From an optimization exercise on the open Yosys and OpenROAD flow, aimed at small area, a short achievable clock period and few clock cycles; shortcuts taken in it are not production practice.
No functional check of the RTL was part of any run shown here.
Power is estimated from default activity; no workload was simulated.

==> flow/design.v <==
module pzip_packer (
    input  wire       clk,
    input  wire       rst,
    input  wire       in_valid,
    output wire       in_ready,
    input  wire [7:0] in_data,
    input  wire       in_last,
    output wire       out_valid,
    input  wire       out_ready,
    output wire [7:0] out_data,
    output reg        done,
    output reg  [3:0] tlen
);
    integer i;
    function automatic gtf(input [7:0] a, input [7:0] b);
        integer k;
        reg r;
        begin
            r = 1'b0;
            for (k = 0; k < 8; k = k + 1)
                r = (a[k] & ~b[k]) | (~(a[k] ^ b[k]) & r);
            gtf = r;
        end
    endfunction
    reg        ih_v, is_v;
    reg  [8:0] ih, is;
    wire       consume;
    assign in_ready = !is_v;
    wire       push_in = in_valid && !is_v;
    always @(posedge clk) begin
        if (rst) begin
            ih_v <= 1'b0;
            is_v <= 1'b0;
        end else if (!ih_v || consume) begin
            if (is_v) begin
                ih   <= is;
                ih_v <= 1'b1;
                is_v <= 1'b0;
            end else begin
                ih   <= {in_last, in_data};
                ih_v <= push_in;
            end
        end else if (push_in) begin
            is   <= {in_last, in_data};
            is_v <= 1'b1;
        end
    end
    wire [7:0] x  = ih[7:0];
    wire       xl = ih[8];
    reg        ov, sv;
    reg  [7:0] ob, sb;
    wire       wpush;
    wire [7:0] wbyte;
    assign out_valid = ov;
    assign out_data  = ob;
    wire       wr_ok = !sv;
    always @(posedge clk) begin
        if (rst) begin
            ov <= 1'b0;
            sv <= 1'b0;
        end else if (!ov || out_ready) begin
            if (sv) begin
                ob <= sb;
                ov <= 1'b1;
                sv <= 1'b0;
            end else begin
                ob <= wbyte;
                ov <= wpush;
            end
        end else if (wpush) begin
            sb <= wbyte;
            sv <= 1'b1;
        end
    end
    reg  [7:0] sa [0:8];      
    reg  [3:0] rk [0:8];      
    reg  [3:0] cnt;           
    reg        pkt_last;      
    reg        run_mode;
    reg  [7:0] rn;            
    reg  [7:0] m [0:9];       
    reg  [3:0] wp, rp, mc;
    reg  [42:0] orr;          
    reg  [5:0]  on;           
    reg         orr_v;
    reg  [1:0]  ot;           
    localparam [1:0] T_RLE = 2'd0, T_RAW = 2'd1, T_PD = 2'd2;
    reg  [29:0] za;           
    reg  [23:0] zd;           
    reg  [1:0]  zs;           
    reg         zb;           
    reg  [1:0]  zc;           
    reg         end_p;        
    reg  [3:0]  el;           
    wire       c_rle = (sa[0] == sa[8]);
    reg        c_raw;
    reg  [3:0] lo [1:8];      
    reg  [3:0] orv;
    reg        bw;
    always @(*) begin
        c_raw = 1'b0;
        orv   = 4'd0;
        for (i = 1; i < 9; i = i + 1) begin
            bw    = gtf({4'd0, sa[i-1][3:0]}, {4'd0, sa[i][3:0]});
            c_raw = c_raw | (bw ? (sa[i][7:4] != sa[i-1][7:4] + 4'd1)
                                : (sa[i][7:4] != sa[i-1][7:4]));
            lo[i] = sa[i][3:0] - sa[i-1][3:0];
            orv   = orv | lo[i];
        end
    end
    wire [2:0] c_b = orv[3] ? 3'd4 : orv[2] ? 3'd3 : orv[1] ? 3'd2 : 3'd1;
    reg  [31:0] pdl;          
    always @(*) begin
        pdl = 32'd0;
        for (i = 1; i < 9; i = i + 1) begin
            case (c_b)
                3'd1: pdl[32-i]           = lo[i][0];
                3'd2: pdl[33-2*i -: 2]    = lo[i][1:0];
                3'd3: pdl[34-3*i -: 3]    = lo[i][2:0];
                default: pdl[35-4*i -: 4] = lo[i][3:0];
            endcase
        end
    end
    wire [9:0] zi = {rk[8], 6'd0} + {1'b0, rk[8], 5'd0} + {4'd0, rk[8], 2'd0}
                  + {3'd0, rk[7], 3'd0} + {5'd0, rk[7], 1'b0} + {6'd0, rk[6]};
    wire [6:0]  hv = {zd[23:20], 3'd0} + {2'd0, zd[23:20], 1'b0} + {3'd0, zd[19:16]};
    wire [29:0] hz = {za[23:0], 6'd0} + {1'b0, za[23:0], 5'd0} + {4'd0, za[23:0], 2'd0}
                   + {23'd0, hv};
    localparam [2:0] E_IDLE = 3'd0, E_ORR = 3'd1, E_Z = 3'd2, E_M = 3'd3,
                     E_ET = 3'd4, E_EP = 3'd5, E_EM = 3'd6, E_ED = 3'd7;
    reg  [2:0] ep;
    reg  [3:0] ec;            
    reg  [2:0] wn;            
    reg  [7:0] wl;            
    wire [2:0] ep_e = (ep != E_IDLE) ? ep : orr_v ? E_ORR : end_p ? E_ET : E_IDLE;
    reg        ch_v;          
    reg  [7:0] ch;            
    reg  [3:0] ch_n;          
    reg        m_pop;
    always @(*) begin
        ch_v  = 1'b0;
        ch    = 8'd0;
        ch_n  = 4'd8;
        m_pop = 1'b0;
        case (ep_e)
            E_ORR: begin
                ch_v = wr_ok;
                ch   = orr[42:35];
                ch_n = (on < 6'd8) ? on[3:0] : 4'd8;
            end
            E_Z: begin
                ch_v = wr_ok && (zs == 2'd3);
                ch   = (zc == 2'd0) ? {2'b00, za[29:24]} : za[29:22];
            end
            E_M, E_EM: begin
                ch_v  = wr_ok;
                ch    = m[rp];
                m_pop = wr_ok;
            end
            E_ET: begin
                ch_v = wr_ok;
                ch   = 8'hE0;
                ch_n = (wn <= 3'd5) ? (4'd8 - {1'b0, wn}) : 4'd3;
            end
            E_EP: begin
                ch_v = wr_ok;
                ch   = 8'h00;
                ch_n = 4'd8 - {1'b0, wn};
            end
            default: ;
        endcase
    end
    wire [15:0] comb = {wl, 8'h00} | ({ch, 8'h00} >> wn);
    wire [4:0]  tot  = {2'b00, wn} + {1'b0, ch_n};
    assign wpush = ch_v && tot[3];
    assign wbyte = comb[15:8];
    wire full = (cnt == 4'd9);
    wire eq   = (x == sa[0]);
    wire hand = !run_mode && full && !end_p && !orr_v && !zb && (mc == 4'd9);
    wire disc = hand && !c_raw;                  
    wire rle_go = hand && c_rle && !pkt_last;    
    wire rm = run_mode || rle_go;
    wire [7:0] rn_e = run_mode ? rn : 8'd9;
    wire r_more = (rn_e != 8'd255);
    wire r_ext  = rm && ih_v && eq && r_more;
    wire r_free = !orr_v && !end_p;
    wire r_end  = r_free && ((r_ext && xl) || (ih_v && !(eq && r_more)) ||
                             (!ih_v && !r_more));
    wire m_space = m_pop || (mc != 4'd10);
    assign consume = ih_v && (
        run_mode ? ((r_ext && !xl) || r_end) :
        full     ? (hand && !pkt_last) :
                   (m_space && !(xl && end_p)));
    wire ins = consume && !r_ext;
    wire [3:0] cnt_e = (run_mode || full) ? 4'd0 : cnt;
    reg  [8:0] gt;
    always @(*) begin
        for (i = 0; i < 9; i = i + 1)
            gt[i] = (i >= cnt_e) || gtf(sa[i], x);
    end
    wire [3:0] q = {!gt[7],
                    !gt[3] & gt[7],
                    (!gt[1] & gt[3]) | (!gt[5] & gt[7]),
                    (!gt[0] & gt[1]) | (!gt[2] & gt[3]) | (!gt[4] & gt[5]) | (!gt[6] & gt[7]) | !gt[8]};
    reg  [3:0] rk_n [1:8];
    always @(*) begin
        for (i = 1; i < 9; i = i + 1)
            rk_n[i] = gt[rk[i] - 4'd1] ? rk[i] + 4'd1 : rk[i];
    end
    always @(posedge clk) begin
        if (ins) begin
            for (i = 0; i < 9; i = i + 1)
                if (gt[i])
                    sa[i] <= (i == 0) ? x : (gt[i-1] ? sa[i-1] : x);
            for (i = 0; i < 8; i = i + 1)
                rk[i] <= rk_n[i+1];
            rk[8] <= q + 4'd1;
            m[wp] <= x;
        end
    end
    wire [3:0] mc_inc = mc + 4'd1;
    wire [3:0] mc_dec = mc - 4'd1;
    always @(posedge clk) begin
        if (rst) begin
            cnt      <= 4'd0;
            pkt_last <= 1'b0;
            run_mode <= 1'b0;
            wp       <= 4'd0;
            rp       <= 4'd0;
            mc       <= 4'd0;
            orr_v    <= 1'b0;
            zb       <= 1'b0;
            zs       <= 2'd3;
            zc       <= 2'd0;
            end_p    <= 1'b0;
            el       <= 4'd0;
            ep       <= E_IDLE;
            ec       <= 4'd0;
            wn       <= 3'd0;
            wl       <= 8'd0;
            done     <= 1'b0;
            tlen     <= 4'd0;
        end else begin
            done <= 1'b0;
            if (ins)
                wp <= (wp == 4'd9) ? 4'd0 : wp + 4'd1;
            if (disc)
                rp <= wp;
            else if (m_pop)
                rp <= (rp == 4'd9) ? 4'd0 : rp + 4'd1;
            if (disc)
                mc <= {3'd0, ins};
            else if (ins && !m_pop)
                mc <= mc_inc;
            else if (!ins && m_pop)
                mc <= mc_dec;
            if (ins)
                cnt <= cnt_e + 4'd1;
            else if (hand)
                cnt <= 4'd0;
            if (ins && xl) begin
                if (cnt_e == 4'd8)
                    pkt_last <= 1'b1;
                else begin
                    end_p <= 1'b1;
                    el    <= cnt_e + 4'd1;
                    cnt   <= 4'd0;
                end
            end
            if (hand) begin
                pkt_last <= 1'b0;
                if (c_rle) begin
                    if (pkt_last) begin
                        orr   <= {3'b000, 8'd9, sa[0], 24'd0};
                        on    <= 6'd19;
                        ot    <= T_RLE;
                        orr_v <= 1'b1;
                        end_p <= 1'b1;
                        el    <= 4'd0;
                    end
                end else if (c_raw) begin
                    orr   <= {3'b001, 40'd0};
                    on    <= 6'd3;
                    ot    <= T_RAW;
                    orr_v <= 1'b1;
                    if (pkt_last) begin
                        end_p <= 1'b1;
                        el    <= 4'd0;
                    end
                end else begin
                    orr   <= {c_b + 3'd2, sa[0], pdl};
                    on    <= 6'd11 + {c_b, 3'd0};
                    ot    <= T_PD;
                    orr_v <= 1'b1;
                    za    <= {20'd0, zi};
                    zd    <= {rk[5], rk[4], rk[3], rk[2], rk[1], rk[0]};
                    zs    <= 2'd0;
                    zb    <= 1'b1;
                    zc    <= 2'd0;
                    if (pkt_last) begin
                        end_p <= 1'b1;
                        el    <= 4'd0;
                    end
                end
            end
            if (rm) begin
                rn       <= (r_ext && !xl) ? rn_e + 8'd1 : rn_e;
                run_mode <= !r_end;
                if (r_end) begin
                    orr   <= {3'b000, (r_ext ? rn_e + 8'd1 : rn_e), sa[0], 24'd0};
                    on    <= 6'd19;
                    ot    <= T_RLE;
                    orr_v <= 1'b1;
                    if (r_ext) begin
                        end_p <= 1'b1;
                        el    <= 4'd0;
                    end
                end
            end
            if (zb && zs != 2'd3) begin
                za <= hz;
                zd <= {zd[15:0], 8'd0};
                zs <= zs + 2'd1;
            end
            if (ch_v) begin
                wn <= tot[2:0];
                wl <= tot[3] ? comb[7:0] : comb[15:8];
            end
            case (ep_e)
                E_ORR: if (ch_v) begin
                    orr <= {orr[34:0], 8'd0};
                    on  <= on - 6'd8;
                    if (on <= 6'd8) begin
                        orr_v <= 1'b0;
                        if (ot == T_PD)
                            ep <= E_Z;
                        else if (ot == T_RAW) begin
                            ep <= E_M;
                            ec <= 4'd9;
                        end else
                            ep <= E_IDLE;
                    end else
                        ep <= E_ORR;
                end
                E_Z: if (ch_v) begin
                    za <= (zc == 2'd0) ? {za[23:0], 6'd0} : {za[21:0], 8'd0};
                    zc <= zc + 2'd1;
                    if (zc == 2'd3) begin
                        zb <= 1'b0;
                        ep <= E_IDLE;
                    end
                end
                E_M: if (ch_v) begin
                    ec <= ec - 4'd1;
                    if (ec == 4'd1)
                        ep <= E_IDLE;
                end
                E_ET: if (ch_v) begin
                    ec <= el;
                    if (wn <= 3'd5)
                        ep <= (el == 4'd0) ? E_ED : E_EM;
                    else
                        ep <= E_EP;
                end
                E_EP: if (ch_v) begin
                    ep <= (el == 4'd0) ? E_ED : E_EM;
                end
                E_EM: if (ch_v) begin
                    ec <= ec - 4'd1;
                    if (ec == 4'd1)
                        ep <= E_ED;
                end
                E_ED: begin
                    if (!sv && (!ov || out_ready)) begin
                        done  <= 1'b1;
                        tlen  <= el;
                        end_p <= 1'b0;
                        ep    <= E_IDLE;
                    end
                end
                default: ;
            endcase
        end
    end
endmodule
==> flow/run.sh <==
#!/bin/bash
# synth_recipe.tcl (not shown) runs the flow's synth.tcl, then flattens the netlist and writes it again
# the make line also repeats each setting of config.mk as NAME=value (left out here)
make -C /OpenROAD-flow-scripts/flow DESIGN_CONFIG=/design/flow/config.mk WORK_HOME=/design/flow/orfs CLKGATE_MAP_FILE= SYNTH_SCRIPT=/design/flow/synth_recipe.tcl finish
==> flow/config.mk <==
export PLATFORM = sky130hd
export DESIGN_NAME = pzip_packer
export DESIGN_NICKNAME = pzip_packer
export VERILOG_FILES = /design/flow/design.v
export SDC_FILE = /design/flow/constraint.sdc
export NUM_CORES = 4
export LEC_CHECK = 0
export CAP_MARGIN = 20
export CORE_MARGIN = 2
export CORE_UTILIZATION = 40
export SLEW_MARGIN = 20
==> flow/constraint.sdc <==
create_clock -name core_clock -period 23.0 [get_ports {clk}]
set_input_delay 4.6000 -clock core_clock [delete_from_list [all_inputs] [get_ports {clk}]]
set_output_delay 4.6000 -clock core_clock [all_outputs]
set_load 0.01 [all_outputs]
==> reports/metrics.csv, run 1 <==
stage;metric;value;unit
pwr;switching part of the total;0.3061;
layout;number of fill cells;6266;
clock_tree;# Post-CTS Setup Buffers;0;
timing;slew at the pin closest to its max-slew limit;1.032;ns
layout;FF/Latch Area;11260;um^2
clock_tree;CTS Hold Bufs;0;
clock_tree;Post-CTS Resized;0;
worst_hold_path;worst hold start;zs[1];
logic_synthesis;Synth Area in Adders;0.1453;
logic_synthesis;Synth Area per Inst;10.27;um^2
clock_tree;clock tree buffer depth;3;
logic_synthesis;net count after synthesis;2955;
worst_setup_path;Setup Crit Path Kind;reg2out;
pwr;leak pwr;11.36;nW
layout;number of diodes;0;
timing;final setup fails;0;
worst_hold_path;worst hold path endpoint;zs[1];
placement;PortBufs;27;
route;Initial DRC Count;2013;
clock_tree;CTS clk-pin slew, worst paths;0.06;ns
placement;gpl congestion;0.8726;
layout;area grow syn2layout;9.413;%
route;post-route ant nets;0;
worst_setup_path;crit start category;register;
global_routing;Total GRT Usage;0.2092;
run_status;status;timing/DRC/antenna clean;
pwr;Internal;0.001484;W
timing;Slew HR;0.3104;
layout;layout cells sized above 1;0.07652;
global_routing;largest net degree at the start of global routing;57;
floorplanning;row count;95;
logic_synthesis;Synth Area in Compound Gates;0.1649;
worst_setup_path;flop2flop setup slack;17.66;ns
worst_setup_path;critical path's top delay family;flip-flops;
pwr;P_sw;0.0006549;W
route;Via density;5.948;
logic_synthesis;post-synthesis simple-gate area fraction;0.1254;
worst_setup_path;R2R depth;16;
timing;hold_ws;0.4832;ns
logic_synthesis;sequential area share after synthesis;0.4137;
floorplanning;Initial Util;0.4046;
logic_synthesis;post-synthesis mux area share;0.06729;
timing;Peak Freq;155.9;MHz
global_routing;number of global-route vias before repair;20400;
pwr;sequential share of power;0.419;
timing;crit path time final;6.416;ns
logic_synthesis;XOR/XNOR Fraction of Synth Area;0.04472;
worst_setup_path;CP Data Arrival Time;1.82;ns
worst_setup_path;Critical Path RT;18.40;ns
worst_setup_path;worst-path maximum fanout;12;
worst_setup_path;CP bufs+invs;2;
logic_synthesis;Yosys warning count;5;
timing;setup TNS;0;ns
worst_setup_path;Worst R2R End;mc[3];
worst_setup_path;FF-to-FF Start;ih[2];
worst_hold_path;Min-Delay Path Class;reg2reg;
layout;Nets;2927;
clock_tree;Num CTS Buffers;43;
route;final wirelength;74.39;mm
floorplanning;Die Width;264.9;um
global_routing;first-pass GRT wire length;117.0;mm
timing;RSZ-0062 raised after global routing;false;
logic_synthesis;Top FF cell, synth;edfxtp_1;
floorplanning;# IOs;28;
clock_tree;clock latency on the worst-skew pair;0.58;ns
worst_setup_path;Crit-path slowest cell;dfxtp_1;
floorplanning;Die Ht;264.9;um
pwr;Max VDD drop;0.04673;mV
route;via count;20970;
floorplanning;Die Area;70160;um^2
job;Max Cap Viol;0;
logic_synthesis;Synth cell types;85;
pwr;clock network fraction of total power;0.331;
floorplanning;Core ar.;67280;um^2
placement;hpwl dp;54.17;mm
global_routing;grt ovf;0;
worst_setup_path;Crit. End Element;output port;
timing;clk_skew;0.03266;ns
layout;area of the multi-input gates;14990;um^2
logic_synthesis;Post-synth ARST share;0;
route;drc violations;0;
worst_hold_path;hold path depth;2;
clock_tree;Root Driver;clkbuf_16;
pwr;pwr/cell area;71.82;nW/um^2
logic_synthesis;Seq cells post-synth;395;
pwr;Comb power frac;0.251;
logic_synthesis;largest family of logic cells by synthesized area;compound AO/OA/AOI/OAI gates;
clock_tree;CTS Sinks;395;
logic_synthesis;Post-synth EDFFs;335;
route;Initial DRT Pass Iterations;8;
logic_synthesis;Mapped Cells;2651;
worst_setup_path;delay of the slowest critical-path stage;0.65;ns
timing;Fin. Hold Viols;0;
route;wire per inst;21.10;um
worst_setup_path;crit-path cells;inv_1, clkdlybuf4s50_1;
timing;Final Slew Violations;0;
logic_synthesis;Post-Synthesis Cell Area;27220;um^2
timing;final worst path period share;0.2789;
global_routing;antenna violations before repair;0;
clock_tree;H-tree levels;2;
clock_tree;CTS tree;done;
## cell families (layout without fill, tap and decap cells)
group,after synthesis,in the layout
and+or+nand+nor,709,709
DFF,395,395
buffers and inverters,277,279
xor gates and xnor gates,139,139
AOI/OAI and AO/OA,697,697
adders and majority gates,291,291
muxes,143,143
## registers in the layout, summed over array words and instances, names as in the netlist, 3 cells and up, named ones only
register	count
m	80
sa	72
orr	43
rk	36
za	30
zd	24
ih	9
is	9
ob	8
rn	8
sb	8
wl	8
on	6
cnt	4
ec	4
el	4
mc	4
rp	4
tlen	4
wp	4
ep	3
wn	3
## through the flow
stage                     area, um^2  worst slack [ns]  power (W)  utilization  cells
after CTS                      29770             16.56   0.002152       0.4425   3526
after global placement         28360             16.21   0.001421       0.4216   3451
after detailed placement       28370             16.20   0.001436       0.4217   3451
final                          29780             16.58   0.002139       0.4427   3526
after floorplan                27220             15.32   0.001284            -   2651
after global routing           29780             16.52   0.002251       0.4427   3526
## metal layers
layer	wire length [um]	vias to the layer above	part of all wire	global-route usage
met5	0	-	0	0
met4	1781	0	0.024	0.05802
met3	4049	97	0.054	0.02573
met2	35490	647	0.48	0.3467
met1	33070	10380	0.44	0.2887
li1	-	9849	-	-
## how the worst max path moves through the flow
stage	depth (start not counted)	slack (ns)	startpoint	end
floorplan	4	15.32	rst	el[0]
global placement	10	16.21	out_ready	ep[1]
detailed placement	10	16.20	out_ready	ep[1]
CTS	2	16.56	is_v	in_ready
global route	2	16.52	is_v	in_ready
finish	2	16.58	is_v	in_ready
## tightest hold or removal path, stage by stage (launching register included)
cell and delay [ns]:
dfxtp_1 0.32, inv_1 0.05, o31ai_1 0.06
## cells in the final DEF, fill, tap and decap left out, types with 43 or more instances in the layout
cell and n:
mux2i_1 75, xor2_1 51, o21ai_0 202, dfxtp_1 60, nand3_1 51, ha_1 247
nand2_1 242, xnor2_1 88, nor2_1 158, a21oi_1 144, inv_1 144, edfxtp_1 335
nor3_1 46, clkbuf_16 43
## cell type report
cell class                 count  area share
clock buffer                  54     0.03751
clock inverter                21    0.009326
timing repair buffer          57     0.01647
multi-input combinational   1979      0.5034
sequential                   395      0.3781
inverter                     147     0.01857
tap                          873     0.03667
## synth_stat cells, types with 13 or more instances
cell type  instances  area (um^2)
a221oi_1          14        122.6
fa_1              42        840.8
nor3_1            52        260.3
inv_1            146        548.0
mux4_2            28        630.6
buf_1             13        48.80
dfxtp_1           60         1201
mux2_2            40        450.4
a31oi_1           23        143.9
o22ai_1           21        131.4
nand3_1           51        255.2
nand2_1          242        908.4
xor2_1            51        446.7
o211ai_1          24        180.2
nor4_1            17        106.4
a21o_1            32        240.2
a21boi_0          14        105.1
ha_1             249         3115
edfxtp_1         335        10060
nor3b_1           16        120.1
a211oi_1          39        292.8
nor2_1           159        596.8
o31ai_1           21        157.7
a22oi_1           23        172.7
nand4_1           32        200.2
a21oi_1          145        725.7
nand2b_1          19        118.9
xnor2_1           88        770.7
or3_1             17        106.4
and3_1            20        125.1
mux2i_1           75        750.7
nor2b_1           31        193.9
o21ai_0          202         1011
clkbuf_1         106        397.9
## power by group through the flow
stage                     clock network (W)  registers (W)  logic, W
after floorplan                           0       0.000882  0.000401
final                              0.000707       0.000896  0.000536
after global placement                    0       0.000907  0.000514
after global routing               0.000749       0.000902  0.000601
after CTS                          0.000724       0.000894  0.000533
after detailed placement                  0       0.000909  0.000527
==> run 2: changes to the inputs <==
--- a/flow/design.v
+++ b/flow/design.v
@@ -27,22 +27,26 @@
     wire       consume;
-    assign in_ready = !is_v;
-    wire       push_in = in_valid && !is_v;
+    wire       push_in = in_valid && in_rdy;
+    reg        in_rdy;        
+    assign in_ready = in_rdy;
+    wire       ih_ld = !ih_v || consume;
     always @(posedge clk) begin
         if (rst) begin
-            ih_v <= 1'b0;
-            is_v <= 1'b0;
-        end else if (!ih_v || consume) begin
-            if (is_v) begin
-                ih   <= is;
-                ih_v <= 1'b1;
-                is_v <= 1'b0;
-            end else begin
-                ih   <= {in_last, in_data};
-                ih_v <= push_in;
-            end
+            ih_v   <= 1'b0;
+            is_v   <= 1'b0;
+            in_rdy <= 1'b1;
+        end else if (ih_ld) begin
+            ih_v   <= is_v || push_in;
+            is_v   <= 1'b0;
+            in_rdy <= 1'b1;
         end else if (push_in) begin
-            is   <= {in_last, in_data};
-            is_v <= 1'b1;
+            is_v   <= 1'b1;
+            in_rdy <= 1'b0;
         end
     end
+    always @(posedge clk) begin
+        if (ih_ld)
+            ih <= is_v ? is : {in_last, in_data};
+        if (!ih_ld && push_in)
+            is <= {in_last, in_data};
+    end
     wire [7:0] x  = ih[7:0];
@@ -56,2 +60,3 @@
     wire       wr_ok = !sv;
+    wire       ob_ld = !ov || out_ready;
     always @(posedge clk) begin
@@ -60,13 +65,6 @@
             sv <= 1'b0;
-        end else if (!ov || out_ready) begin
-            if (sv) begin
-                ob <= sb;
-                ov <= 1'b1;
-                sv <= 1'b0;
-            end else begin
-                ob <= wbyte;
-                ov <= wpush;
-            end
+        end else if (ob_ld) begin
+            ov <= sv || wpush;
+            sv <= 1'b0;
         end else if (wpush) begin
-            sb <= wbyte;
             sv <= 1'b1;
@@ -74,2 +72,8 @@
     end
+    always @(posedge clk) begin
+        if (ob_ld)
+            ob <= sv ? sb : wbyte;
+        if (!ob_ld && wpush)
+            sb <= wbyte;
+    end
     reg  [7:0] sa [0:8];      
@@ -232,8 +236,4 @@
             zb       <= 1'b0;
-            zs       <= 2'd3;
-            zc       <= 2'd0;
             end_p    <= 1'b0;
-            el       <= 4'd0;
             ep       <= E_IDLE;
-            ec       <= 4'd0;
             wn       <= 3'd0;
@@ -241,3 +241,2 @@
             done     <= 1'b0;
-            tlen     <= 4'd0;
         end else begin
@@ -257,69 +256,25 @@
             if (ins)
-                cnt <= cnt_e + 4'd1;
+                cnt <= (xl && cnt_e != 4'd8) ? 4'd0 : cnt_e + 4'd1;
             else if (hand)
                 cnt <= 4'd0;
-            if (ins && xl) begin
-                if (cnt_e == 4'd8)
-                    pkt_last <= 1'b1;
-                else begin
-                    end_p <= 1'b1;
-                    el    <= cnt_e + 4'd1;
-                    cnt   <= 4'd0;
-                end
-            end
-            if (hand) begin
+            if (ins && xl && cnt_e == 4'd8)
+                pkt_last <= 1'b1;
+            else if (hand)
                 pkt_last <= 1'b0;
-                if (c_rle) begin
-                    if (pkt_last) begin
-                        orr   <= {3'b000, 8'd9, sa[0], 24'd0};
-                        on    <= 6'd19;
-                        ot    <= T_RLE;
-                        orr_v <= 1'b1;
-                        end_p <= 1'b1;
-                        el    <= 4'd0;
-                    end
-                end else if (c_raw) begin
-                    orr   <= {3'b001, 40'd0};
-                    on    <= 6'd3;
-                    ot    <= T_RAW;
-                    orr_v <= 1'b1;
-                    if (pkt_last) begin
-                        end_p <= 1'b1;
-                        el    <= 4'd0;
-                    end
-                end else begin
-                    orr   <= {c_b + 3'd2, sa[0], pdl};
-                    on    <= 6'd11 + {c_b, 3'd0};
-                    ot    <= T_PD;
-                    orr_v <= 1'b1;
-                    za    <= {20'd0, zi};
-                    zd    <= {rk[5], rk[4], rk[3], rk[2], rk[1], rk[0]};
-                    zs    <= 2'd0;
-                    zb    <= 1'b1;
-                    zc    <= 2'd0;
-                    if (pkt_last) begin
-                        end_p <= 1'b1;
-                        el    <= 4'd0;
-                    end
-                end
-            end
-            if (rm) begin
-                rn       <= (r_ext && !xl) ? rn_e + 8'd1 : rn_e;
+            if (rm)
                 run_mode <= !r_end;
-                if (r_end) begin
-                    orr   <= {3'b000, (r_ext ? rn_e + 8'd1 : rn_e), sa[0], 24'd0};
-                    on    <= 6'd19;
-                    ot    <= T_RLE;
-                    orr_v <= 1'b1;
-                    if (r_ext) begin
-                        end_p <= 1'b1;
-                        el    <= 4'd0;
-                    end
-                end
-            end
-            if (zb && zs != 2'd3) begin
-                za <= hz;
-                zd <= {zd[15:0], 8'd0};
-                zs <= zs + 2'd1;
-            end
+            if ((hand && !(c_rle && !pkt_last)) || (rm && r_end))
+                orr_v <= 1'b1;
+            else if (ep_e == E_ORR && ch_v && on <= 6'd8)
+                orr_v <= 1'b0;
+            if (hand && !c_rle && !c_raw)
+                zb <= 1'b1;
+            else if (ep_e == E_Z && ch_v && zc == 2'd3)
+                zb <= 1'b0;
+            if ((ins && xl && cnt_e != 4'd8) || (hand && pkt_last) || (rm && r_end && r_ext))
+                end_p <= 1'b1;
+            else if (ep_e == E_ED && !sv && (!ov || out_ready))
+                end_p <= 1'b0;
+            if (ep_e == E_ED && !sv && (!ov || out_ready))
+                done <= 1'b1;
             if (ch_v) begin
@@ -330,52 +285,19 @@
                 E_ORR: if (ch_v) begin
-                    orr <= {orr[34:0], 8'd0};
-                    on  <= on - 6'd8;
-                    if (on <= 6'd8) begin
-                        orr_v <= 1'b0;
-                        if (ot == T_PD)
-                            ep <= E_Z;
-                        else if (ot == T_RAW) begin
-                            ep <= E_M;
-                            ec <= 4'd9;
-                        end else
-                            ep <= E_IDLE;
-                    end else
-                        ep <= E_ORR;
-                end
-                E_Z: if (ch_v) begin
-                    za <= (zc == 2'd0) ? {za[23:0], 6'd0} : {za[21:0], 8'd0};
-                    zc <= zc + 2'd1;
-                    if (zc == 2'd3) begin
-                        zb <= 1'b0;
-                        ep <= E_IDLE;
-                    end
-                end
-                E_M: if (ch_v) begin
-                    ec <= ec - 4'd1;
-                    if (ec == 4'd1)
-                        ep <= E_IDLE;
-                end
-                E_ET: if (ch_v) begin
-                    ec <= el;
-                    if (wn <= 3'd5)
-                        ep <= (el == 4'd0) ? E_ED : E_EM;
+                    if (on <= 6'd8)
+                        ep <= (ot == T_PD) ? E_Z : (ot == T_RAW) ? E_M : E_IDLE;
                     else
-                        ep <= E_EP;
+                        ep <= E_ORR;
                 end
-                E_EP: if (ch_v) begin
+                E_Z: if (ch_v && zc == 2'd3)
+                    ep <= E_IDLE;
+                E_M: if (ch_v && ec == 4'd1)
+                    ep <= E_IDLE;
+                E_ET: if (ch_v)
+                    ep <= (wn > 3'd5) ? E_EP : (el == 4'd0) ? E_ED : E_EM;
+                E_EP: if (ch_v)
                     ep <= (el == 4'd0) ? E_ED : E_EM;
-                end
-                E_EM: if (ch_v) begin
-                    ec <= ec - 4'd1;
-                    if (ec == 4'd1)
-                        ep <= E_ED;
-                end
-                E_ED: begin
-                    if (!sv && (!ov || out_ready)) begin
-                        done  <= 1'b1;
-                        tlen  <= el;
-                        end_p <= 1'b0;
-                        ep    <= E_IDLE;
-                    end
-                end
+                E_EM: if (ch_v && ec == 4'd1)
+                    ep <= E_ED;
+                E_ED: if (!sv && (!ov || out_ready))
+                    ep <= E_IDLE;
                 default: ;
@@ -384,2 +306,51 @@
     end
+    always @(posedge clk) begin
+        if (ins && xl && cnt_e != 4'd8)
+            el <= cnt_e + 4'd1;
+        else if ((hand && pkt_last) || (rm && r_end && r_ext))
+            el <= 4'd0;
+        if (ep_e == E_ED)
+            tlen <= el;
+        if (rm)
+            rn <= (r_ext && !xl) ? rn_e + 8'd1 : rn_e;
+        if (rm && r_end) begin
+            orr <= {3'b000, (r_ext ? rn_e + 8'd1 : rn_e), sa[0], 24'd0};
+            on  <= 6'd19;
+            ot  <= T_RLE;
+        end else if (hand && c_rle) begin
+            orr <= {3'b000, 8'd9, sa[0], 24'd0};
+            on  <= 6'd19;
+            ot  <= T_RLE;
+        end else if (hand && c_raw) begin
+            orr <= {3'b001, 40'd0};
+            on  <= 6'd3;
+            ot  <= T_RAW;
+        end else if (hand) begin
+            orr <= {c_b + 3'd2, sa[0], pdl};
+            on  <= 6'd11 + {c_b, 3'd0};
+            ot  <= T_PD;
+        end else if (ep_e == E_ORR && ch_v) begin
+            orr <= {orr[34:0], 8'd0};
+            on  <= on - 6'd8;
+        end
+        if (hand) begin
+            za <= {20'd0, zi};
+            zd <= {rk[5], rk[4], rk[3], rk[2], rk[1], rk[0]};
+            zs <= 2'd0;
+            zc <= 2'd0;
+        end else if (zs != 2'd3) begin
+            za <= hz;
+            zd <= {zd[15:0], 8'd0};
+            zs <= zs + 2'd1;
+        end else if (ep_e == E_Z && ch_v) begin
+            za <= (zc == 2'd0) ? {za[23:0], 6'd0} : {za[21:0], 8'd0};
+            zc <= zc + 2'd1;
+        end
+        if (ep_e == E_ORR && ch_v && on <= 6'd8)
+            ec <= 4'd9;
+        else if (ep_e == E_ET || ep_e == E_EP)
+            ec <= el;
+        else if ((ep_e == E_M || ep_e == E_EM) && ch_v)
+            ec <= ec - 4'd1;
+    end
 endmodule
==> reports/metrics.csv, run 2 <==
stage;metric;value;unit;change
run_status;status;timing/DRC/antenna clean;;
route;wire per inst;20.94;um;-0.76%
global_routing;grt ovf;0;;unchanged
worst_setup_path;critical path's top delay family;compound AO/OA/AOI/OAI gates;;
floorplanning;Die Area;69570;um^2;-0.83%
global_routing;Total GRT Usage;0.2143;;+0.005014
global_routing;first-pass GRT wire length;118.9;mm;+1.6%
timing;Final Slew Violations;0;;unchanged
logic_synthesis;Yosys top cell area share;0.3204;;-0.04914
route;Initial DRC Count;2038;;+1.2%
logic_synthesis;Post-synth EDFFs;288;;-14%
clock_tree;clock latency on the worst-skew pair;0.61;ns;+0.03 ns
logic_synthesis;top cells by area, synth;edfxtp_1, ha_1, dfxtp_1;;
layout;max reg flops;80;;unchanged
clock_tree;CTS clk-pin slew, worst paths;0.06;ns;about the same
timing;final setup fails;0;;unchanged
pwr;Max VDD drop;0.1203;mV;+160%
logic_synthesis;most frequent cells after synthesis;nand2_1, edfxtp_1, ha_1;;
worst_setup_path;Crit-path slowest cell;a2111oi_1;;
route;final wirelength;76.03;mm;+2.2%
route;drc violations;0;;unchanged
timing;final worst setup slack;16.77;ns;+0.1888 ns
logic_synthesis;Yosys warning count;5;;unchanged
route;Initial DRT Pass Iterations;5;;-3
floorplanning;Initial Util;0.4026;;-0.001999
logic_synthesis;Post-synth ARST share;0;;unchanged
worst_setup_path;Crit. End Element;register;;
worst_setup_path;crit-path cells;clkdlybuf4s50_1, nand2b_1, nand2_1, a2111oi_1, mux2i_1, nor2_1;;
clock_tree;Post-CTS Resized;0;;unchanged
logic_synthesis;net count after synthesis;3038;;+2.8%
clock_tree;Root Driver;clkbuf_16;;
worst_setup_path;CP bufs+invs;1;;-1
floorplanning;Die Ht;263.8;um;-0.42%
timing;RSZ-0062 raised after global routing;false;;
clock_tree;Num CTS Buffers;45;;+4.7%
worst_setup_path;crit start category;input pin;;
global_routing;largest net degree at the start of global routing;70;;+23%
layout;most frequent cells in the layout;nand2_1, edfxtp_1, ha_1, nor2_1, o21ai_0;;
clock_tree;clock tree buffer depth;3;;unchanged
route;Via density;5.933;;-0.26%
layout;Regs by FF count;m x80, sa x72, orr x43;;
clock_tree;# Post-CTS Setup Buffers;0;;unchanged
clock_tree;H-tree levels;2;;unchanged
logic_synthesis;sequential area share after synthesis;0.4005;;-0.01316
global_routing;antenna violations before repair;1;;+1
timing;slew at the pin closest to its max-slew limit;1.080;ns;+0.04770 ns
floorplanning;# IOs;28;;unchanged
global_routing;number of global-route vias before repair;20790;;+1.9%
worst_setup_path;CP Data Arrival Time;6.68;ns;+4.86 ns
layout;fin util;0.4422;;-0.0005580
timing;crit path time final;6.227;ns;-0.1888 ns
timing;Slew HR;0.2757;;-0.03467
worst_setup_path;worst-path maximum fanout;12;;unchanged
pwr;pwr/cell area;131.5;nW/um^2;+83%
logic_synthesis;Top FF cell, synth;edfxtp_1;;
timing;setup TNS;0;ns;unchanged
logic_synthesis;Seq cells post-synth;396;;+0.25%
timing;Peak Freq;160.6;MHz;+3.0%
logic_synthesis;leading area contributor after synthesis;edfxtp_1;;
worst_setup_path;Setup Crit Path Kind;in2reg;;
route;via count;21540;;+2.7%
timing;final worst path period share;0.2707;;-0.008209
layout;Nets;3020;;+3.2%
worst_setup_path;flop2flop setup slack;17.27;ns;-0.39 ns
clock_tree;CTS Sinks;396;;+0.25%
floorplanning;Die Width;263.8;um;-0.42%
logic_synthesis;Post-Synthesis Cell Area;26990;um^2;-0.85%
logic_synthesis;Synth cell types;95;;+12%
route;post-route ant nets;0;;unchanged
floorplanning;Core ar.;67040;um^2;-0.35%
worst_hold_path;Min-Delay Path Class;reg2reg;;
worst_setup_path;Critical Path RT;23.46;ns;+5.06 ns
placement;dpl ws;16.15;ns;-0.04900 ns
placement;hpwl dp;55.47;mm;+2.4%
clock_tree;CTS Hold Bufs;0;;unchanged
layout;Most flops, register;m;;
layout;area grow syn2layout;9.818;%;
layout;layout cells sized above 1;0.07977;;+0.003251
job;Max Cap Viol;0;;unchanged
pwr;leak pwr;11.47;nW;+0.97%
logic_synthesis;top-count cell post-synth;nand2_1;;
layout;commonest non-fill, non-tap cell in the layout;nand2_1;;
timing;hold_ws;0.4715;ns;-0.01174 ns
timing;Fin. Hold Viols;0;;unchanged
worst_setup_path;delay of the slowest critical-path stage;0.78;ns;+0.13 ns
layout;number of diodes;0;;unchanged
logic_synthesis;Synth Area per Inst;9.851;um^2;-4.1%
placement;PortBufs;27;;unchanged
timing;clk_skew;0.03311;ns;+0.0004410 ns
placement;gpl congestion;0.9020;;+3.4%
clock_tree;CTS tree;done;;
logic_synthesis;Mapped Cells;2740;;+3.4%
floorplanning;row count;95;;unchanged
run 2: cell types whose count changed after synthesis, moves of 11 or more:
| cell | before | now |
|---|---|---|
| and2_1 | 7 | 23 |
| nor3_1 | 52 | 63 |
| nor2_1 | 159 | 186 |
| nor2b_1 | 31 | 19 |
| a21oi_1 | 145 | 161 |
| o21ai_0 | 202 | 166 |
| mux4_2 | 28 | 15 |
| edfxtp_1 | 335 | 288 |
| nand2_1 | 242 | 302 |
| a311oi_1 | 5 | 19 |
| dfxtp_1 | 60 | 108 |
run 2: cell families (layout without fill, tap and decap cells):
logic type | Yosys count | count (layout) | synth area share
flops | 396 | 396 | 0.4005
xor+xnor | 140 | 140 | 0.04543
mux | 129 | 129 | 0.05706
simple gates | 825 | 825 | 0.1455
fa+ha+maj | 285 | 285 | 0.1438
compound gates | 683 | 683 | 0.1671
buf+inv | 282 | 300 | 0.04061
run 2: routing by layer:
metal,up-vias,track usage,part of all wire
li1,10120,-,-
met1,10590,0.3037,0.46
met2,715,0.3372,0.45
met3,123,0.03207,0.065
met4,0,0.06695,0.027
met5,-,0,0
run 2: worst paths after layout:
check | startpoint | end | cells past startpoint
setup / recovery | out_ready | ep[2] | 6
hold / removal | zb | zb | 2
setup reg to reg | ih[6] | mc[3] | 18
hold reg to reg | zb | zb | 2
run 2: where the power goes:
part	switching, W	internal [W]	total (W)	leakage (nW)
combinational	0.00119	0.000896	0.00209	7.12
sequential	0.000130	0.000931	0.00106	3.61
clock	0.000320	0.000425	0.000745	0.741
run 2: cell type report:
type	instances	area, um^2
fill	6416	37400
multi-input combinational	2062	15110
sequential	396	10810
clock buffer	59	1260
tap	873	1092
inverter	154	578.1
timing repair buffer	63	535.5
clock inverter	24	255.2
run 2: stage by stage:
stage	power, W	cells	area, um^2
global route	0.004212	3631	29640
global placement	0.003078	3548	28130
finish	0.003897	3631	29640
detailed placement	0.003127	3548	28130
floorplan	0.002622	2740	26990
CTS	0.003897	3631	29640
run 2: worst reg2reg max path, cell delays in order (launching register included):
cell and delay [ns]:
edfxtp_1 0.81, inv_1 0.53, ha_1 0.46, nand3_1 0.12, or3_1 0.46, o32a_1 0.35
o22ai_1 0.17, nand3_1 0.12, buf_4 0.29, inv_2 0.82, ha_1 0.35, inv_1 0.10
ha_1 0.27, a21o_1 0.17, a21oi_1 0.17, xnor2_1 0.13, nor2_1 0.06, xnor2_1 0.13
nor3_1 0.06
==> run 3: changes to the inputs <==
--- a/flow/design.v
+++ b/flow/design.v
@@ -90,3 +90,3 @@
     reg  [1:0]  ot;           
-    localparam [1:0] T_RLE = 2'd0, T_RAW = 2'd1, T_PD = 2'd2;
+    localparam [1:0] T_RLE = 2'd0, T_RAW = 2'd1, T_PD = 2'd2, T_RAW9 = 2'd3;
     reg  [29:0] za;           
@@ -138,5 +138,7 @@
     reg  [7:0] wl;            
+    wire [5:0] on_w = on + {3'd0, wn};
+    wire o_all = (on <= 6'd8) || (on <= 6'd11 && on_w <= 6'd15);
     wire [2:0] ep_e = (ep != E_IDLE) ? ep : orr_v ? E_ORR : end_p ? E_ET : E_IDLE;
     reg        ch_v;          
-    reg  [7:0] ch;            
+    reg  [10:0] ch;           
     reg  [3:0] ch_n;          
@@ -145,3 +147,3 @@
         ch_v  = 1'b0;
-        ch    = 8'd0;
+        ch    = 11'd0;
         ch_n  = 4'd8;
@@ -151,4 +153,4 @@
                 ch_v = wr_ok;
-                ch   = orr[42:35];
-                ch_n = (on < 6'd8) ? on[3:0] : 4'd8;
+                ch   = orr[42:32];
+                ch_n = o_all ? on[3:0] : 4'd8;
             end
@@ -156,3 +158,3 @@
                 ch_v = wr_ok && (zs == 2'd3);
-                ch   = (zc == 2'd0) ? {2'b00, za[29:24]} : za[29:22];
+                ch   = {((zc == 2'd0) ? {2'b00, za[29:24]} : za[29:22]), 3'd0};
             end
@@ -160,3 +162,3 @@
                 ch_v  = wr_ok;
-                ch    = m[rp];
+                ch    = {m[rp], 3'd0};
                 m_pop = wr_ok;
@@ -165,3 +167,3 @@
                 ch_v = wr_ok;
-                ch   = 8'hE0;
+                ch   = 11'h700;
                 ch_n = (wn <= 3'd5) ? (4'd8 - {1'b0, wn}) : 4'd3;
@@ -170,3 +172,3 @@
                 ch_v = wr_ok;
-                ch   = 8'h00;
+                ch   = 11'h000;
                 ch_n = 4'd8 - {1'b0, wn};
@@ -176,10 +178,12 @@
     end
-    wire [15:0] comb = {wl, 8'h00} | ({ch, 8'h00} >> wn);
+    wire [18:0] comb = {wl, 11'h000} | ({ch, 8'h00} >> wn);
     wire [4:0]  tot  = {2'b00, wn} + {1'b0, ch_n};
     assign wpush = ch_v && tot[3];
-    assign wbyte = comb[15:8];
+    assign wbyte = comb[18:11];
     wire full = (cnt == 4'd9);
     wire eq   = (x == sa[0]);
-    wire hand = !run_mode && full && !end_p && !orr_v && !zb && (mc == 4'd9);
+    wire early = (mc == 4'd10) && m_pop;
+    wire hand = !run_mode && full && !end_p && !orr_v && !zb && ((mc == 4'd9) || early);
     wire disc = hand && !c_raw;                  
+    wire h_raw = hand && c_raw && !early;        
     wire rle_go = hand && c_rle && !pkt_last;    
@@ -211,3 +215,3 @@
         for (i = 1; i < 9; i = i + 1)
-            rk_n[i] = gt[rk[i] - 4'd1] ? rk[i] + 4'd1 : rk[i];
+            rk_n[i] = rk[i] + {3'd0, (rk[i] > q)};
     end
@@ -226,2 +230,4 @@
     wire [3:0] mc_dec = mc - 4'd1;
+    wire ed_w = (ep == E_ED) && !sv;
+    wire fire = ed_w && (!ov || out_ready);
     always @(posedge clk) begin
@@ -242,3 +248,2 @@
         end else begin
-            done <= 1'b0;
             if (ins)
@@ -247,3 +252,3 @@
                 rp <= wp;
-            else if (m_pop)
+            else if (m_pop || h_raw)
                 rp <= (rp == 4'd9) ? 4'd0 : rp + 4'd1;
@@ -251,5 +256,5 @@
                 mc <= {3'd0, ins};
-            else if (ins && !m_pop)
+            else if (ins && !(m_pop || h_raw))
                 mc <= mc_inc;
-            else if (!ins && m_pop)
+            else if (!ins && (m_pop || h_raw))
                 mc <= mc_dec;
@@ -267,3 +272,3 @@
                 orr_v <= 1'b1;
-            else if (ep_e == E_ORR && ch_v && on <= 6'd8)
+            else if (ep_e == E_ORR && ch_v && o_all)
                 orr_v <= 1'b0;
@@ -275,9 +280,8 @@
                 end_p <= 1'b1;
-            else if (ep_e == E_ED && !sv && (!ov || out_ready))
+            else if (fire)
                 end_p <= 1'b0;
-            if (ep_e == E_ED && !sv && (!ov || out_ready))
-                done <= 1'b1;
+            done <= fire;
             if (ch_v) begin
                 wn <= tot[2:0];
-                wl <= tot[3] ? comb[7:0] : comb[15:8];
+                wl <= tot[3] ? comb[10:3] : comb[18:11];
             end
@@ -285,4 +289,4 @@
                 E_ORR: if (ch_v) begin
-                    if (on <= 6'd8)
-                        ep <= (ot == T_PD) ? E_Z : (ot == T_RAW) ? E_M : E_IDLE;
+                    if (o_all)
+                        ep <= (ot == T_PD) ? E_Z : (ot[0]) ? E_M : E_IDLE;
                     else
@@ -300,3 +304,3 @@
                     ep <= E_ED;
-                E_ED: if (!sv && (!ov || out_ready))
+                E_ED: if (fire)
                     ep <= E_IDLE;
@@ -324,5 +328,11 @@
         end else if (hand && c_raw) begin
-            orr <= {3'b001, 40'd0};
-            on  <= 6'd3;
-            ot  <= T_RAW;
+            if (early) begin
+                orr <= {3'b001, 40'd0};
+                on  <= 6'd3;
+                ot  <= T_RAW9;
+            end else begin
+                orr <= {3'b001, m[rp], 32'd0};  
+                on  <= 6'd11;
+                ot  <= T_RAW;
+            end
         end else if (hand) begin
@@ -348,4 +358,4 @@
         end
-        if (ep_e == E_ORR && ch_v && on <= 6'd8)
-            ec <= 4'd9;
+        if (ep_e == E_ORR && ch_v && o_all)
+            ec <= (ot == T_RAW9) ? 4'd9 : 4'd8;
         else if (ep_e == E_ET || ep_e == E_EP)
==> reports/metrics.csv, run 3 <==
stage;metric;value;unit;change
route;Initial DRT Pass Iterations;5;;unchanged
layout;Regs by FF count;m x80, sa x72, orr x43;;
logic_synthesis;Yosys warning count;5;;unchanged
global_routing;grt ovf;0;;unchanged
run_status;status;timing/DRC/antenna clean;;
global_routing;largest net degree at the start of global routing;67;;-4.3%
layout;layout cells sized above 1;0.07654;;-0.003226
logic_synthesis;Post-synth ARST share;0;;unchanged
layout;commonest non-fill, non-tap cell in the layout;edfxtp_1;;
worst_setup_path;CP Data Arrival Time;6.86;ns;+0.18 ns
pwr;leak pwr;11.51;nW;+0.31%
worst_setup_path;crit start category;input pin;;
logic_synthesis;Post-Synthesis Cell Area;26200;um^2;-2.9%
logic_synthesis;sequential area share after synthesis;0.4126;;+0.01215
layout;most frequent cells in the layout;edfxtp_1, ha_1, nand2_1, o21ai_0, a21oi_1;;
timing;final setup fails;0;;unchanged
clock_tree;CTS Sinks;394;;-0.51%
route;WL met3;3.886;mm;-21%
logic_synthesis;Yosys top cell area share;0.3347;;+0.01430
clock_tree;clock tree buffer depth;3;;unchanged
timing;Fin. Hold Viols;0;;unchanged
logic_synthesis;Post-synth EDFFs;292;;+1.4%
worst_hold_path;hold path depth;2;;unchanged
worst_setup_path;CP startpoint;out_ready;;
floorplanning;Initial Util;0.4057;;+0.003026
worst_setup_path;worst-path maximum fanout;11;;-1
floorplanning;Die Width;259.9;um;-1.5%
timing;Peak Freq;157.5;MHz;-1.9%
route;final wirelength;72.32;mm;-4.9%
job;Max Cap Viol;0;;unchanged
clock_tree;CTS Hold Bufs;0;;unchanged
logic_synthesis;Seq cells post-synth;394;;-0.51%
worst_setup_path;Crit. End Element;register;;
route;Via density;5.787;;-2.5%
route;via count;20150;;-6.5%
worst_setup_path;Critical Path RT;23.51;ns;+0.05 ns
global_routing;antenna violations before repair;0;;-1
timing;final worst path period share;0.2761;;+0.005378
pwr;pwr/cell area;124.2;nW/um^2;-5.5%
pwr;Max VDD drop;0.09354;mV;-22%
floorplanning;Core ar.;64580;um^2;-3.7%
timing;clk_skew;0.03474;ns;+0.001636 ns
worst_hold_path;Min-Delay Path Class;reg2reg;;
layout;area grow syn2layout;10.65;%;
worst_setup_path;Crit-path slowest cell;nor4_1;;
clock_tree;Root Driver;clkbuf_16;;
placement;hpwl dp;52.15;mm;-6.0%
timing;crit path time final;6.350;ns;+0.1237 ns
logic_synthesis;Top FF cell, synth;edfxtp_1;;
timing;Slew HR;0.2605;;-0.01523
placement;gpl congestion;0.8991;;-0.32%
placement;dpl ws;16.04;ns;-0.1120 ns
route;Initial DRC Count;1683;;-17%
route;met2 wire length;33.35;mm;-2.5%
clock_tree;Num CTS Buffers;45;;unchanged
floorplanning;row count;93;;-2.1%
placement;PortBufs;27;;unchanged
layout;number of diodes;0;;unchanged
clock_tree;clock latency on the worst-skew pair;0.61;ns;about the same
route;post-route ant nets;0;;unchanged
logic_synthesis;Synth cell types;76;;-20%
logic_synthesis;top cells by area, synth;edfxtp_1, ha_1, dfxtp_1;;
clock_tree;CTS tree;done;;
logic_synthesis;top-count cell post-synth;edfxtp_1;;
worst_setup_path;crit-path cells;clkdlybuf4s50_1, nand2b_1, and2_1, nor2_1, nor4_1, a31oi_1, a311oi_1;;
floorplanning;# IOs;28;;unchanged
layout;Most flops, register;m;;
timing;RSZ-0062 raised after global routing;false;;
route;Met1 Wirelength;32.79;mm;-5.8%
layout;Nets;2923;;-3.2%
worst_hold_path;worst hold start;orr[2];;
logic_synthesis;most frequent cells after synthesis;edfxtp_1, ha_1, nand2_1;;
logic_synthesis;Mapped Cells;2582;;-5.8%
worst_setup_path;delay of the slowest critical-path stage;0.70;ns;-0.08 ns
global_routing;Total GRT Usage;0.2129;;-0.001380
global_routing;number of global-route vias before repair;19890;;-4.3%
route;drc violations;0;;unchanged
route;wire per inst;20.78;um;-0.77%
floorplanning;Die Ht;259.9;um;-1.5%
route;max layer used;met4;;
logic_synthesis;net count after synthesis;2916;;-4.0%
logic_synthesis;leading area contributor after synthesis;edfxtp_1;;
timing;setup TNS;0;ns;unchanged
worst_setup_path;Setup Crit Path Kind;in2reg;;
clock_tree;H-tree levels;2;;unchanged
clock_tree;# Post-CTS Setup Buffers;0;;unchanged
timing;final worst setup slack;16.65;ns;-0.1237 ns
worst_setup_path;FF-to-FF Start;ih[1];;
logic_synthesis;Synth Area per Inst;10.15;um^2;+3.0%
timing;Final Slew Violations;0;;unchanged
layout;max reg flops;80;;unchanged
floorplanning;Die Area;67560;um^2;-2.9%
worst_setup_path;R2R depth;19;;+1
clock_tree;CTS clk-pin slew, worst paths;0.06;ns;about the same
clock_tree;Post-CTS Resized;0;;unchanged
timing;slew at the pin closest to its max-slew limit;1.109;ns;+0.02934 ns
global_routing;first-pass GRT wire length;112.8;mm;-5.1%
[run 3: changes by cell type in the layout (fill, tap and decap cells not counted), moves of 13 or more]
cell / before / now
a211oi_1: 48 / 35
a311oi_1: 19 / 6
ha_1: 242 / 277
inv_1: 148 / 128
nand2_1: 302 / 263
nor2_1: 186 / 153
nor3_1: 62 / 38
o21ai_0: 166 / 196
[run 3: through the flow]
stage            util  power [W]  instance area [um^2]  std cells  hold WS, ns
2_1_floorplan       -   0.002403                 26200       2582       0.4288
3_5_place_dp   0.4254   0.002854                 27470       3397       0.4430
6_report       0.4489   0.003600                 28990       3481       0.4493
4_1_cts        0.4486   0.003611                 28970       3481       0.4520
5_1_grt        0.4489   0.003905                 28990       3481       0.4783
3_3_place_gp   0.4254   0.002796                 27470       3397       0.4378
[run 3: area by class of cell]
type | count | area [um^2]
repair buffers | 64 | 543.0
clock buffers | 60 | 1207
well taps | 855 | 1070
multi-input cells | 1951 | 14560
fillers | 5997 | 35590
clock inverters | 24 | 296.5
flip-flops and latches | 394 | 10810
inverters | 133 | 499.2
[run 3: cells by family (layout without fill, tap and decap cells)]
kind of cell / count (synthesis) / after routing / synth area share
and+or+nand+nor: 733 / 733 / 0.1353
DFF: 394 / 394 / 0.4126
AOI/OAI and AO/OA: 655 / 655 / 0.1563
muxes: 115 / 115 / 0.05349
xor gates and xnor gates: 127 / 127 / 0.04246
adders and majority gates: 321 / 321 / 0.1656
buffers and inverters: 237 / 281 / 0.03424
[run 3: worst max-delay path, delay by kind of cell]
kind                   cells  cell delay, ns
AOI/OAI and AO/OA          2            0.43
and+or+nand+nor            4            1.39
buffers and inverters      1            0.45
[run 3: power breakdown]
part / leakage, nW / internal [W] / switching [W] / total [W]
sequential: 3.61 / 0.000923 / 0.000121 / 0.00104
clock: 0.739 / 0.000421 / 0.000314 / 0.000735
combinational: 7.16 / 0.000782 / 0.00104 / 0.00182
[run 3: routing by layer]
metal	vias to the layer above	GRT usage
met3	135	0.02856
met1	9884	0.2927
met5	-	0
met4	0	0.07535
li1	9548	-
met2	578	0.3436
[run 3: path summary, 6_finish.rpt]
kind              slack (ns)        to
setup / recovery       16.65     ep[1]
hold / removal          0.45    orr[2]
setup reg to reg       17.32  rk[4][3]
hold reg to reg         0.45    orr[2]
==> run 4: changes to the inputs <==
--- a/flow/config.mk
+++ b/flow/config.mk
@@ -9,3 +9,3 @@
 export CORE_MARGIN = 2
-export CORE_UTILIZATION = 40
+export CORE_UTILIZATION = 65
 export SLEW_MARGIN = 20
==> reports/metrics.csv, run 4 <==
stage;metric;value;unit;change
layout;max reg flops;80;;unchanged
logic_synthesis;Post-Synthesis Cell Area;26200;um^2;unchanged
clock_tree;CTS Hold Bufs;0;;unchanged
clock_tree;CTS Sinks;394;;unchanged
clock_tree;clock latency on the worst-skew pair;0.59;ns;-0.02 ns
timing;Final Slew Violations;0;;unchanged
logic_synthesis;Yosys warning count;5;;unchanged
logic_synthesis;Synth cell types;76;;unchanged
worst_setup_path;Critical Path RT;23.49;ns;-0.02 ns
pwr;Max VDD drop;0.09938;mV;+6.2%
timing;hold_ws;0.4504;ns;+0.001092 ns
logic_synthesis;top cells by area, synth;edfxtp_1, ha_1, dfxtp_1;;
route;drc violations;0;;unchanged
layout;Regs by FF count;m x80, sa x72, orr x43;;
floorplanning;Initial Util;0.6594;;+0.2537
timing;RSZ-0062 raised after global routing;false;;
layout;commonest non-fill, non-tap cell in the layout;edfxtp_1;;
global_routing;antenna violations before repair;1;;+1
worst_setup_path;crit-path cells;clkdlybuf4s50_1, nand2b_1, and2_1, nor2_1, nor4_1, a31oi_1, a311oi_1;;
layout;area of the multi-input gates;14550;um^2;about the same
job;Max Cap Viol;0;;unchanged
timing;final setup fails;0;;unchanged
clock_tree;H-tree levels;2;;unchanged
floorplanning;row count;73;;-22%
route;final wirelength;72.23;mm;-0.13%
logic_synthesis;Post-synth EDFFs;292;;unchanged
timing;Fin. Hold Viols;0;;unchanged
timing;Peak Freq;154.9;MHz;-1.6%
logic_synthesis;Seq cells post-synth;394;;unchanged
logic_synthesis;sequential area share after synthesis;0.4126;;unchanged
clock_tree;# Post-CTS Setup Buffers;0;;unchanged
worst_setup_path;CP bufs+invs;1;;unchanged
logic_synthesis;Top FF cell, synth;edfxtp_1;;
route;Via density;6.486;;+12%
global_routing;M3 GR Usage;0.05663;;+0.02808
layout;number of diodes;0;;unchanged
layout;layout cells sized above 1;0.07654;;unchanged
global_routing;Total GRT Usage;0.3513;;+0.1384
layout;Most flops, register;m;;
floorplanning;Core ar.;39730;um^2;-38%
pwr;pwr/cell area;124.8;nW/um^2;+0.50%
pwr;leak pwr;11.47;nW;-0.37%
global_routing;grt met2 use;0.5690;;+0.2254
floorplanning;# IOs;28;;unchanged
layout;Nets;2924;;+0.034%
worst_setup_path;worst-path maximum fanout;11;;unchanged
floorplanning;Die Ht;204.8;um;-21%
floorplanning;Die Width;204.8;um;-21%
route;Initial DRC Count;2054;;+22%
logic_synthesis;leading area contributor after synthesis;edfxtp_1;;
logic_synthesis;Yosys top cell area share;0.3347;;unchanged
logic_synthesis;Mapped Cells;2582;;unchanged
global_routing;first-pass GRT wire length;112.7;mm;about the same
clock_tree;clock tree buffer depth;3;;unchanged
route;wire per inst;22.92;um;+10%
worst_setup_path;critical path's top delay family;simple AND/OR/NAND/NOR gates;;
logic_synthesis;most frequent cells after synthesis;edfxtp_1, ha_1, nand2_1;;
layout;most frequent cells in the layout;edfxtp_1, ha_1, nand2_1, o21ai_0, a21oi_1;;
route;post-route ant nets;0;;unchanged
placement;hpwl dp;52.85;mm;+1.3%
timing;Slew HR;0.2781;;+0.01755
global_routing;GR Util met1;0.4589;;+0.1663
clock_tree;CTS clk-pin slew, worst paths;0.06;ns;about the same
timing;setup TNS;0;ns;unchanged
worst_setup_path;Setup Crit Path Kind;in2reg;;
global_routing;largest net degree at the start of global routing;47;;-30%
clock_tree;Root Driver;clkbuf_16;;
layout;area grow syn2layout;8.697;%;
worst_setup_path;CP Data Arrival Time;6.94;ns;+0.08 ns
global_routing;grt ovf;0;;unchanged
logic_synthesis;Post-synth ARST share;0;;unchanged
route;Initial DRT Pass Iterations;6;;+1
clock_tree;Post-CTS Resized;0;;unchanged
layout;FF/Latch Area;10810;um^2;unchanged
pwr;overall power;0.003554;W;-1.3%
placement;PortBufs;27;;unchanged
logic_synthesis;top-count cell post-synth;edfxtp_1;;
clock_tree;Num CTS Buffers;45;;unchanged
run_status;status;timing/DRC/antenna clean;;
worst_setup_path;delay of the slowest critical-path stage;0.74;ns;+0.04 ns
logic_synthesis;Synth Area per Inst;10.15;um^2;unchanged
global_routing;number of global-route vias before repair;20090;;+1.0%
route;via count;20440;;+1.4%
worst_setup_path;crit start category;input pin;;
worst_setup_path;Crit. End Element;register;;
clock_tree;CTS tree;done;;
timing;slew at the pin closest to its max-slew limit;1.079;ns;-0.03032 ns
timing;clk_skew;0.03163;ns;-0.003115 ns
timing;crit path time final;6.456;ns;+0.1056 ns
global_routing;GRT busiest layer;met2;;
placement;gpl congestion;0.9288;;+3.3%
worst_setup_path;Crit-path slowest cell;nor4_1;;
logic_synthesis;net count after synthesis;2916;;unchanged
layout;number of fill cells;3003;;-50%
floorplanning;Die Area;41930;um^2;-38%
timing;final worst path period share;0.2807;;+0.004591
worst_hold_path;Min-Delay Path Class;reg2reg;;
==> run 4: cell types whose count changed in the layout (fill, tap and decap cells not counted), sizes merged <==
cell	previous run	this run
inv	131	133
clkbuf	60	56
clkinv	21	22
bufinv	4	1
buf	38	39
clkinvlp	1	4
==> run 4: layer usage <==
layer,share of wire,routed length (um)
met3,0.078,5628
met2,0.46,33370
met1,0.41,29260
met4,0.055,3955
met5,0.00018,13
==> run 4: final cells by class <==
cell class              instances  share of cell area
flip-flops and latches        394              0.3796
repair buffers                 65             0.01933
clock inverters                27            0.006679
clock buffers                  56             0.04280
well taps                     525             0.02307
multi-input cells            1951              0.5110
inverters                     133             0.01753
==> run 4: cells by family after synthesis <==
kind of cell | share of synthesized area
fa+ha+maj | 0.1656
simple gates | 0.1353
mux | 0.05349
xor+xnor | 0.04246
compound gates | 0.1563
flops | 0.4126
buf+inv | 0.03424
==> run 4: worst paths after layout <==
kind                   end  cells after the start  slack (ns)       from
setup reg to reg  rk[5][3]                     20       17.16     cnt[2]
hold reg to reg     orr[2]                      2        0.45     orr[2]
setup / recovery     ep[1]                      7       16.54  out_ready
hold / removal      orr[2]                      2        0.45     orr[2]
==> run 4: metrics by stage <==
stage / setup slack (ns) / cells / util / area [um^2]
after floorplan: 16.82 / 2582 / - / 26200
after global placement: 16.13 / 3068 / 0.6811 / 27060
after detailed placement: 16.01 / 3068 / 0.6812 / 27060
after CTS: 16.60 / 3151 / 0.7166 / 28470
after global routing: 16.27 / 3151 / 0.7167 / 28480
final: 16.54 / 3151 / 0.7167 / 28480
==> run 4: power breakdown <==
part           total, W  switching, W  internal (W)
registers       0.00105      0.000124      0.000923
logic           0.00181       0.00103      0.000780
clock network  0.000693      0.000303      0.000390
total           0.00355       0.00146       0.00209
==> run 4: worst register-to-register path, stage by stage, from the launching register on <==
cell	delay (ns)
dfxtp_1	0.41
nor3b_1	0.72
a21oi_1	0.23
nand2_1	0.19
inv_1	0.11
ha_1	0.19
or3b_2	0.23
a2111oi_0	0.11
o21a_1	0.18
nor2_1	0.81
nor2_1	0.12
or4_1	0.88
ha_1	0.38
nor2b_1	0.12
o21ai_0	0.09
nand2b_1	0.08
a21oi_1	0.07
a41oi_1	0.19
ha_1	0.23
nand3_1	0.11
xnor2_1	0.15
==> run 5: changes to the inputs <==
==> flow/flow/run.sh (new file) <==
#!/bin/bash
# The standard layout, with the port buffers made of buf_4 cells instead of
# the cell buffer_ports picks by itself (a slow delay buffer on sky130hd).
set -euo pipefail
bash standard.sh 'BUFFER_PORTS_ARGS=-buffer_cell sky130_fd_sc_hd__buf_4' finish > standard_flow.log 2>&1
==> flow/standard.sh (new file) <==
#!/bin/bash
# synth_recipe.tcl (not shown) runs the flow's synth.tcl, then flattens the netlist and writes it again
# the make line also repeats each setting of config.mk as NAME=value (left out here)
make -C /OpenROAD-flow-scripts/flow DESIGN_CONFIG=/design/flow/config.mk WORK_HOME=/design/flow/orfs CLKGATE_MAP_FILE= SYNTH_SCRIPT=/design/flow/synth_recipe.tcl "${@:-finish}"
--- a/flow/config.mk
+++ b/flow/config.mk
@@ -9,3 +9,3 @@
 export CORE_MARGIN = 2
-export CORE_UTILIZATION = 65
+export CORE_UTILIZATION = 40
 export SLEW_MARGIN = 20
removed: flow/run.sh
==> reports/metrics.csv, run 5 <==
stage;metric;value;unit;change
run_status;status;timing/DRC/antenna clean;;
worst_setup_path;R2R depth;18;;-10%
worst_setup_path;CP Data Arrival Time;6.58;ns;-0.36 ns
floorplanning;Die Area;67560;um^2;+61%
worst_setup_path;Crit. End Element;register;;
pwr;P_sw;0.001473;W;+0.78%
layout;Regs by FF count;m x80, sa x72, orr x43;;
logic_synthesis;Yosys warning count;5;;unchanged
pwr;pwr/cell area;124.9;nW/um^2;about the same
logic_synthesis;Top FF cell, synth;edfxtp_1;;
layout;layout cells sized above 1;0.08537;;+0.008824
floorplanning;row count;93;;+27%
timing;Peak Freq;164.7;MHz;+6.3%
worst_setup_path;Setup Crit Path Kind;in2reg;;
logic_synthesis;post-synthesis mux area share;0.05349;;unchanged
floorplanning;Initial Util;0.4057;;-0.2537
logic_synthesis;Mapped Cells;2582;;unchanged
timing;clk_skew;0.02433;ns;-0.007295 ns
clock_tree;CTS Hold Bufs;0;;unchanged
worst_setup_path;crit start category;input pin;;
placement;hpwl dp;51.99;mm;-1.6%
worst_hold_path;worst hold path endpoint;orr[2];;
global_routing;number of global-route vias before repair;20060;;-0.17%
pwr;clock network fraction of total power;0.207;;+0.012
route;Initial DRT Pass Iterations;6;;unchanged
worst_setup_path;worst-path maximum fanout;11;;unchanged
clock_tree;H-tree levels;2;;unchanged
timing;final worst setup slack;16.93;ns;+0.3841 ns
global_routing;antenna violations before repair;0;;-1
logic_synthesis;net count after synthesis;2916;;unchanged
timing;setup TNS;0;ns;unchanged
worst_hold_path;worst hold start;orr[2];;
logic_synthesis;largest family of logic cells by synthesized area;adder cells;;
logic_synthesis;sequential area share after synthesis;0.4126;;unchanged
job;Max Cap Viol;0;;unchanged
global_routing;first-pass GRT wire length;112.6;mm;about the same
logic_synthesis;Post-synth EDFFs;292;;unchanged
layout;area grow syn2layout;10.51;%;
logic_synthesis;leading area contributor after synthesis;edfxtp_1;;
clock_tree;clock tree buffer depth;3;;unchanged
clock_tree;CTS tree;done;;
route;wire per inst;20.49;um;-11%
route;final wirelength;71.30;mm;-1.3%
floorplanning;Die Width;259.9;um;+27%
pwr;leak pwr;11.54;nW;+0.58%
layout;commonest non-fill, non-tap cell in the layout;edfxtp_1;;
logic_synthesis;Post-synth ARST share;0;;unchanged
route;via count;20190;;-1.2%
floorplanning;Die Ht;259.9;um;+27%
layout;FF/Latch Area;10810;um^2;unchanged
logic_synthesis;Yosys top cell area share;0.3347;;unchanged
layout;post-route cell area;28950;um^2;+1.7%
layout;number of fill cells;6022;;+100%
pwr;sequential share of power;0.288;;-0.007
route;Via density;5.801;;-11%
logic_synthesis;Synth Area per Inst;10.15;um^2;unchanged
route;post-route ant nets;0;;unchanged
global_routing;largest net degree at the start of global routing;67;;+43%
logic_synthesis;Post-Synthesis Cell Area;26200;um^2;unchanged
global_routing;grt ovf;0;;unchanged
logic_synthesis;XOR/XNOR Fraction of Synth Area;0.04246;;unchanged
timing;final worst path period share;0.2640;;-0.01670
worst_setup_path;Critical Path RT;23.51;ns;+0.02 ns
logic_synthesis;post-synthesis simple-gate area fraction;0.1353;;unchanged
route;drc violations;0;;unchanged
pwr;switching part of the total;0.4074;;-0.003849
pwr;Internal;0.002143;W;+2.4%
worst_hold_path;Min-Delay Path Class;reg2reg;;
layout;Most flops, register;m;;
placement;dpl ws;16.37;ns;+0.3656 ns
logic_synthesis;Synth Area in Adders;0.1656;;unchanged
==> run 5: how the worst max path moves through the flow <==
stage                    from    end  slack (ns)  cells past startpoint
finish              out_ready  ep[1]       16.93                      7
global route        out_ready  ep[1]       16.72                      7
CTS                 out_ready  ep[1]       17.00                      7
detailed placement  out_ready  ep[1]       16.37                      7
global placement    out_ready  ep[1]       16.47                      7
floorplan           out_ready  ep[1]       16.82                      6
==> run 5: stage by stage <==
step / power [W] / hold slack, ns
2_1_floorplan: 0.002403 / 0.4288
3_3_place_gp: 0.002800 / 0.4378
3_5_place_dp: 0.002842 / 0.4415
4_1_cts: 0.003624 / 0.4492
5_1_grt: 0.003921 / 0.4649
6_report: 0.003616 / 0.4493
==> run 5: metal layers <==
layer,global-route usage,up-vias,part of all wire
li1,-,9549,-
met1,0.2864,9946,0.45
met2,0.3422,551,0.46
met3,0.03480,141,0.061
met4,0.06817,0,0.029
met5,0,-,0
==> run 5: power by group through the flow <==
| stage | combinational (W) | sequential (W) | clock, W |
|---|---|---|---|
| floorplan | 0.00139 | 0.00101 | 0 |
| global placement | 0.00175 | 0.00105 | 0 |
| detailed placement | 0.00179 | 0.00106 | 0 |
| CTS | 0.00182 | 0.00104 | 0.000765 |
| global route | 0.00208 | 0.00106 | 0.000788 |
| finish | 0.00182 | 0.00104 | 0.000749 |
==> run 5: layout make-up <==
class / count / share of cell area
multi-input combinational: 1951 / 0.5032
sequential: 394 / 0.3734
clock buffer: 47 / 0.03915
tap: 855 / 0.03695
inverter: 133 / 0.01724
timing repair buffer: 63 / 0.01634
clock inverter: 36 / 0.01366
antenna: 1 / 0.00008643
==> run 5: kinds of logic after synthesis <==
group,count (synthesis)
simple gates,733
compound gates,655
buf+inv,237
flops,394
xor+xnor,127
fa+ha+maj,321
mux,115
==> run 5: critical path: stages <==
cell,delay [ns]
buf_4,0.07
nand2b_1,0.41
and2_1,0.25
nor2_1,0.06
nor4_1,0.74
a31oi_1,0.18
a311oi_1,0.27

[re-timing with driven ports]
Ports are ideal in the flow. The routed layouts listed here were re-timed in OpenROAD.
Step 1 sets driving cells, clkbuf_16 on the clock port and buf_2 on the other inputs (assumed; they add their load-dependent delay and slew).
Step 2 also shifts input and output timing later by t, the mid clock arrival at the registers, as if the neighbouring blocks saw the same clock.
Slacks: ideal ports / drivers / drivers and shift; pairs: ideal ports / drivers.
run | shift t [ns] | setup WS [ns] | worst setup path after step 2
run 1 | 0.621 | 16.584 / 16.530 / 16.150 | input to register
run 2 | 0.657 | 16.773 / 16.810 / 16.154 | input to register
run 3 | 0.651 | 16.650 / 16.680 / 16.029 | input to register
run 4 | 0.632 | 16.544 / 16.573 / 15.941 | input to register
run 5 | 0.647 | 16.928 / 16.954 / 16.306 | input to register
After both steps every run listed still meets setup and hold. The setup slack of run 5, which loses most, moves by +0.026 ns with the drivers and by -0.622 ns with both steps.
